Source: an optimization exercise on an open RTL-to-GDS flow (aim: small area, a short achievable clock period and few clock cycles per item). Production flows keep margins and buffers that such runs may drop. At most, simulation tests tie the RTL to the original design; equivalence was not proved.

## run A
==> flow/design.v <==
module hsw_split (
    input  wire         clk,
    input  wire         rst,         
    input  wire         start,
    input  wire [15:0]  len,         
    output wire         busy,
    input  wire         in_valid,
    input  wire [31:0]  in_data,
    output wire         in_ready,
    output reg          done,
    output wire [255:0] pen,
    output wire [255:0] init,
    output wire [31:0]  mw,
    output wire [255:0] digest
);
    reg         running;
    reg         pre;         
    reg [5:0]   rnd;         
    reg         f61, f62, f63;   
    reg         last;        
    reg         nlast;       
    reg [13:0]  wcnt;        
    reg         tail;        
    reg [15:0]  msg_len;
    reg [31:0]  H [0:7];     
    reg [31:0]  V [0:7];     
    reg [31:0]  w [0:15];    
    reg [31:0]  pa;          
    reg [31:0]  dh;          
    integer i;
    function [31:0] rotr(input [31:0] x, input integer n);
        rotr = (x >> n) | (x << (32 - n));
    endfunction
    function [31:0] bsig0(input [31:0] x);
        bsig0 = rotr(x, 2) ^ rotr(x, 13) ^ rotr(x, 22);
    endfunction
    function [31:0] bsig1(input [31:0] x);
        bsig1 = rotr(x, 6) ^ rotr(x, 11) ^ rotr(x, 25);
    endfunction
    function [31:0] ssig0(input [31:0] x);
        ssig0 = rotr(x, 7) ^ rotr(x, 18) ^ (x >> 3);
    endfunction
    function [31:0] ssig1(input [31:0] x);
        ssig1 = rotr(x, 17) ^ rotr(x, 19) ^ (x >> 10);
    endfunction
    function [63:0] csa(input [31:0] x, input [31:0] y, input [31:0] z);
        csa = {((x & y) | (x & z) | (y & z)) << 1, x ^ y ^ z};
    endfunction
    function [31:0] add_bk(input [31:0] x, input [31:0] y);
        integer l, j;
        reg [31:0] gg, pp, c;
        begin
            gg = x & y;
            pp = x ^ y;
            for (l = 0; l < 5; l = l + 1)
                for (j = (2 << l) - 1; j < 32; j = j + (2 << l)) begin
                    gg[j] = gg[j] | (pp[j] & gg[j - (1 << l)]);
                    pp[j] = pp[j] & pp[j - (1 << l)];
                end
            for (l = 3; l >= 0; l = l - 1)
                for (j = (3 << l) - 1; j < 32; j = j + (2 << l)) begin
                    gg[j] = gg[j] | (pp[j] & gg[j - (1 << l)]);
                    pp[j] = pp[j] & pp[j - (1 << l)];
                end
            c = {gg[30:0], 1'b0};
            add_bk = x ^ y ^ c;
        end
    endfunction
    localparam [2047:0] KTAB = {
        32'hc67178f2, 32'hbef9a3f7, 32'ha4506ceb, 32'h90befffa,    
        32'h8cc70208, 32'h84c87814, 32'h78a5636f, 32'h748f82ee,    
        32'h682e6ff3, 32'h5b9cca4f, 32'h4ed8aa4a, 32'h391c0cb3,    
        32'h34b0bcb5, 32'h2748774c, 32'h1e376c08, 32'h19a4c116,    
        32'h106aa070, 32'hf40e3585, 32'hd6990624, 32'hd192e819,    
        32'hc76c51a3, 32'hc24b8b70, 32'ha81a664b, 32'ha2bfe8a1,    
        32'h92722c85, 32'h81c2c92e, 32'h766a0abb, 32'h650a7354,    
        32'h53380d13, 32'h4d2c6dfc, 32'h2e1b2138, 32'h27b70a85,    
        32'h14292967, 32'h06ca6351, 32'hd5a79147, 32'hc6e00bf3,    
        32'hbf597fc7, 32'hb00327c8, 32'ha831c66d, 32'h983e5152,    
        32'h76f988da, 32'h5cb0a9dc, 32'h4a7484aa, 32'h2de92c6f,    
        32'h240ca1cc, 32'h0fc19dc6, 32'hefbe4786, 32'he49b69c1,    
        32'hc19bf174, 32'h9bdc06a7, 32'h80deb1fe, 32'h72be5d74,    
        32'h550c7dc3, 32'h243185be, 32'h12835b01, 32'hd807aa98,    
        32'hab1c5ed5, 32'h923f82a4, 32'h59f111f1, 32'h3956c25b,    
        32'he9b5dba5, 32'hb5c0fbcf, 32'h71374491, 32'h428a2f98    
    };
    localparam [2047:0] KROT = {KTAB[31:0], KTAB[2047:32]};
    localparam [255:0] IV = {
        32'h6a09e667, 32'hbb67ae85, 32'h3c6ef372, 32'ha54ff53a,
        32'h510e527f, 32'h9b05688c, 32'h1f83d9ab, 32'h5be0cd19
    };
    localparam [31:0] PA0 = 32'h2b1ec7e9, D0 = 32'h28c289bb;
    wire is_last  = last;
    wire r6x      = (rnd[5:1] == 5'b11111);     
    wire loading  = running & (r6x ? (pre | ~is_last) : (rnd <= 6'd13));
    wire lenword  = is_last & (rnd == 6'd12 || rnd == 6'd13);
    wire partial  = (wcnt == 14'd0) & ~tail;
    wire need_in  = loading & ((wcnt != 14'd0) | (partial & (msg_len[1:0] != 2'd0)));
    wire stall    = need_in & ~in_valid;
    wire adv      = running & ~stall;
    wire finish   = f63 & is_last;
    wire start_ok = start & ~running;
    assign busy     = running;
    assign in_ready = need_in;
    reg [31:0] pad_word;
    always @(*) begin : padding
        integer k;
        pad_word = 32'd0;
        if (lenword) begin
            if (rnd[0])
                pad_word = {13'd0, msg_len, 3'd0};
        end else if (wcnt != 14'd0) begin
            pad_word = in_data;
        end else if (!tail) begin
            for (k = 0; k < 4; k = k + 1) begin
                if (k < msg_len[1:0])
                    pad_word[31-8*k -: 8] = in_data[31-8*k -: 8];
                else if (k == msg_len[1:0])
                    pad_word[31-8*k -: 8] = 8'h80;
            end
        end
    end
    wire [31:0] a = V[0], b = V[1], c = V[2], d = V[3];
    wire [31:0] e = V[4], f = V[5], g = V[6], h = V[7];
    wire [31:0] s1  = bsig1(e);
    wire [31:0] ch  = (e & f) ^ (~e & g);
    wire [31:0] s0  = bsig0(a);
    wire [31:0] maj = (a & b) ^ (a & c) ^ (b & c);
    wire [31:0] xd  = f63 ? dh : 32'd0;
    wire [31:0] a1s, a1c, a2s, a2c, a3s, a3c;
    assign {a1c, a1s} = csa(ch, maj, pa);
    assign {a2c, a2s} = csa(s1, s0, a1s);
    assign {a3c, a3s} = csa(a2s, a2c, a1c);
    wire [31:0] a_new = a3s + a3c;
    wire [31:0] e1s, e1c, e2s, e2c, e3s, e3c;
    assign {e1c, e1s}   = csa(d, xd, pa);
    assign {e2c, e2s}   = csa(e1s, e1c | {31'd0, f63}, ch);    
    assign {e3c, e3s}   = csa(e2s, e2c, s1);
    wire [31:0] e_new = e3s + e3c;
    wire [31:0] sum_a = add_bk(H[3], a);
    wire        f6x   = f61 | f62 | f63;
    wire [31:0] sum_e = add_bk(f6x ? H[7] : H[4], f6x ? e : ~H[0]);
    wire [31:0] w1s, w1c, w2s, w2c;
    assign {w1c, w1s} = csa(w[9], w[0], ssig0(w[1]));
    assign {w2c, w2s} = csa(w1s, w1c, ssig1(w[14]));
    wire [31:0] w_calc = add_bk(w2s, w2c);
    wire        sched  = (rnd >= 6'd14) && (rnd <= 6'd61);
    wire [31:0] w_in   = sched ? w_calc : pad_word;
    wire [31:0] kx   = KROT[32*rnd +: 32];          
    wire [31:0] hx   = f63 ? H[6] : g;               
    wire [31:0] x0   = f62 ? H[0] : 32'd0;
    wire [31:0] p1s, p1c, p2s, p2c;
    assign {p1c, p1s} = csa(hx, w[15], x0);
    assign {p2c, p2s} = csa(p1s, p1c, kx);
    wire [31:0] pa_n = p2s + p2c;
    wire step    = adv & ~(pre & ~rnd[0]) & ~finish;    
    wire lo_hold = is_last & (f62 | f63);              
    always @(posedge clk) begin
        if (rst) begin
            running <= 1'b0;
            done    <= 1'b0;
        end else if (start_ok) begin
            running <= 1'b1;
            done    <= 1'b0;
            pre     <= 1'b1;
            rnd     <= 6'd62;
            f61     <= 1'b0;
            f62     <= 1'b0;
            f63     <= 1'b0;
            msg_len <= len;
            wcnt    <= len[15:2];
            tail    <= 1'b0;
            last    <= 1'b0;
            for (i = 0; i < 8; i = i + 1)
                H[i] <= IV[255-32*i -: 32];
            V[0] <= IV[223:192]; V[1] <= IV[191:160];
            V[2] <= IV[159:128]; V[3] <= D0;
            V[4] <= IV[95:64];   V[5] <= IV[63:32];
            V[6] <= IV[31:0];    V[7] <= 32'd0;
            pa   <= PA0;
        end else if (adv) begin
            rnd <= rnd + 6'd1;
            f61 <= (rnd == 6'd60);
            f62 <= f61;
            f63 <= f62;
            if (rnd[0])
                pre <= 1'b0;
            if (r6x && !rnd[0])
                nlast <= tail | (wcnt <= 14'd13);
            if (r6x && rnd[0] && (pre || !last))
                last <= nlast;
            if (loading && !lenword) begin
                if (wcnt != 14'd0)
                    wcnt <= wcnt - 14'd1;
                else
                    tail <= 1'b1;
            end
            if (step) begin
                V[0] <= a_new;
                V[1] <= f63 ? sum_a : a;
                V[2] <= f63 ? H[1]  : b;              
                V[3] <= f63 ? H[2]  : c;              
                V[4] <= e_new;
                V[5] <= f63 ? sum_e : e;
                V[6] <= f63 ? H[5]  : f;              
                V[7] <= g;                            
                pa   <= pa_n;
            end
            if (!f6x)
                dh <= sum_e;
            if (f6x) begin
                H[1] <= sum_a;
                H[2] <= H[1];
                H[3] <= H[2];
                H[5] <= sum_e;
                H[6] <= H[5];
                H[7] <= H[6];
            end
            if (f63) begin
                H[0] <= a_new;
                H[4] <= e_new;
            end
            if (finish) begin
                running <= 1'b0;
                done    <= 1'b1;
            end else begin
                if (f61 && is_last) begin
                    for (i = 0; i < 8; i = i + 1)
                        w[i] <= H[i];
                end else if (!lo_hold) begin
                    for (i = 0; i < 8; i = i + 1)
                        w[i] <= w[i+1];
                end
                for (i = 8; i < 15; i = i + 1)
                    w[i] <= w[i+1];
                w[15] <= w_in;
            end
        end
    end
    assign pen    = {V[0], V[1], V[2], V[3], V[4], V[5], V[6], V[7]};
    assign digest = {H[0], H[1], H[2], H[3], H[4], H[5], H[6], H[7]};
    assign init   = {w[0], w[1], w[2], w[3], w[4], w[5], w[6], w[7]};
    assign mw     = w[14];
endmodule
==> flow/config.mk <==
export PLATFORM = sky130hd
export DESIGN_NAME = hsw_split
export DESIGN_NICKNAME = hsw_split
export VERILOG_FILES = /design/flow/design.v
export SDC_FILE = /design/flow/constraint.sdc
export NUM_CORES = 4
export LEC_CHECK = 0
export ABC_AREA = 1
export CAP_MARGIN = 20
export CORE_MARGIN = 2
export CORE_UTILIZATION = 40
export CTS_BUF_LIST = sky130_fd_sc_hd__clkbuf_4 sky130_fd_sc_hd__clkbuf_8
export CTS_CLUSTER_DIAMETER = 80
export CTS_CLUSTER_SIZE = 12
export SLEW_MARGIN = 20
==> flow/constraint.sdc <==
create_clock -name core_clock -period 10.0 [get_ports {clk}]
set_input_delay 2.0000 -clock core_clock [delete_from_list [all_inputs] [get_ports {clk}]]
set_output_delay 2.0000 -clock core_clock [all_outputs]
set_load 0.01 [all_outputs]
standard.sh (not shown) runs the stock make flow with config.mk's settings and CLKGATE_MAP_FILE= SYNTH_SCRIPT=/design/flow/synth_recipe.tcl, a recipe that flattens the netlist after the stock synthesis.
==> flow/flow/run.sh <==
#!/bin/bash
# Own flow: the standard layout (standard.sh, unchanged synthesis, floorplan,
# power grid, placement, CTS and routing), with two ORFS variables set:
#  - BUFFER_PORTS_ARGS: every input and output port still gets its own buffer,
#    but the small sky130_fd_sc_hd__buf_1 instead of the resizer's default pick
#  - SETUP_SLACK_MARGIN: repair_timing works until 5.5 ns of setup slack
# The make output goes to flow_make.log; ORFS keeps each step's log under orfs/logs.
set -euo pipefail
export BUFFER_PORTS_ARGS="-buffer_cell sky130_fd_sc_hd__buf_1"
export SETUP_SLACK_MARGIN=5.5
bash standard.sh > flow_make.log 2>&1
The following lists how run B was set up differently from run A:
--- a/flow/design.v
+++ b/flow/design.v
@@ -140,13 +140,13 @@
     wire [31:0] sum_a = add_bk(H[3], a);
     wire        f6x   = f61 | f62 | f63;
     wire [31:0] sum_e = add_bk(f6x ? H[7] : H[4], f6x ? e : ~H[0]);
     wire [31:0] w1s, w1c, w2s, w2c;
     assign {w1c, w1s} = csa(w[9], w[0], ssig0(w[1]));
     assign {w2c, w2s} = csa(w1s, w1c, ssig1(w[14]));
-    wire [31:0] w_calc = add_bk(w2s, w2c);
+    wire [31:0] w_calc = w2s + w2c;
     wire        sched  = (rnd >= 6'd14) && (rnd <= 6'd61);
     wire [31:0] w_in   = sched ? w_calc : pad_word;
     wire [31:0] kx   = KROT[32*rnd +: 32];          
     wire [31:0] hx   = f63 ? H[6] : g;               
     wire [31:0] x0   = f62 ? H[0] : 32'd0;
     wire [31:0] p1s, p1c, p2s, p2c;
@@ -168,20 +168,22 @@
             f62     <= 1'b0;
             f63     <= 1'b0;
             msg_len <= len;
             wcnt    <= len[15:2];
             tail    <= 1'b0;
             last    <= 1'b0;
-            for (i = 0; i < 8; i = i + 1)
-                H[i] <= IV[255-32*i -: 32];
-            V[0] <= IV[223:192]; V[1] <= IV[191:160];
-            V[2] <= IV[159:128]; V[3] <= D0;
-            V[4] <= IV[95:64];   V[5] <= IV[63:32];
-            V[6] <= IV[31:0];    V[7] <= 32'd0;
-            pa   <= PA0;
         end else if (adv) begin
+            if (pre && !rnd[0]) begin
+                for (i = 0; i < 8; i = i + 1)
+                    H[i] <= IV[255-32*i -: 32];
+                V[0] <= IV[223:192]; V[1] <= IV[191:160];
+                V[2] <= IV[159:128]; V[3] <= D0;
+                V[4] <= IV[95:64];   V[5] <= IV[63:32];
+                V[6] <= IV[31:0];    V[7] <= 32'd0;
+                pa   <= PA0;
+            end
             rnd <= rnd + 6'd1;
             f61 <= (rnd == 6'd60);
             f62 <= f61;
             f63 <= f62;
             if (rnd[0])
                 pre <= 1'b0;
Between run B and run A, the synthesis-to-finish area growth is lower for run B.
Cmp run B and run A / fraction of the yosys area taken by sequential cells / higher: run A
In the reports for run B and run A, the smaller remaining max-slew budget at the tightest pin belongs to run B.
Synthesized cell count delta for run B relative to run A: 390 higher
On global-route total usage across every layer, the lower figure sits with run A, not run B.
Testbench counts of run B, summed over its fixed seeds: cycles 334,976, blocks 5,219.
Only the layout flow was run in run A; the RTL was not checked for function there.

## what the ideal ports hide
The flow's constraints put no driver on any port. The routed layouts listed below were extracted and timed again, unchanged, in two steps. Step 1: set_driving_cell puts a clkbuf_16 on clk and a buf_2 on each other input, an assumption about the parent block. Step 2 moves the port delays by t, midway between the first and last clock arrival at a register: inputs arrive t later, outputs are due t later. That takes back most of the time a late clock gives input paths. a / b / c = no drivers / after step 1 / after step 2; a / b = the first two.
run | t, ns | setup slack, ns | clock arrival spread, ns | worst data-port slew with drivers (ns)
run A | 0.999 | 5.299 / 5.299 / 4.580 | 0.101 / 0.100 | 0.03
run B | 1.007 | 5.504 / 5.504 / 4.577 | 0.099 / 0.099 | 0.05
After both steps every run listed still meets setup and hold. For run B, which loses most, drivers alone change the setup slack by 0.000 ns; drivers and shift together by -0.927 ns.
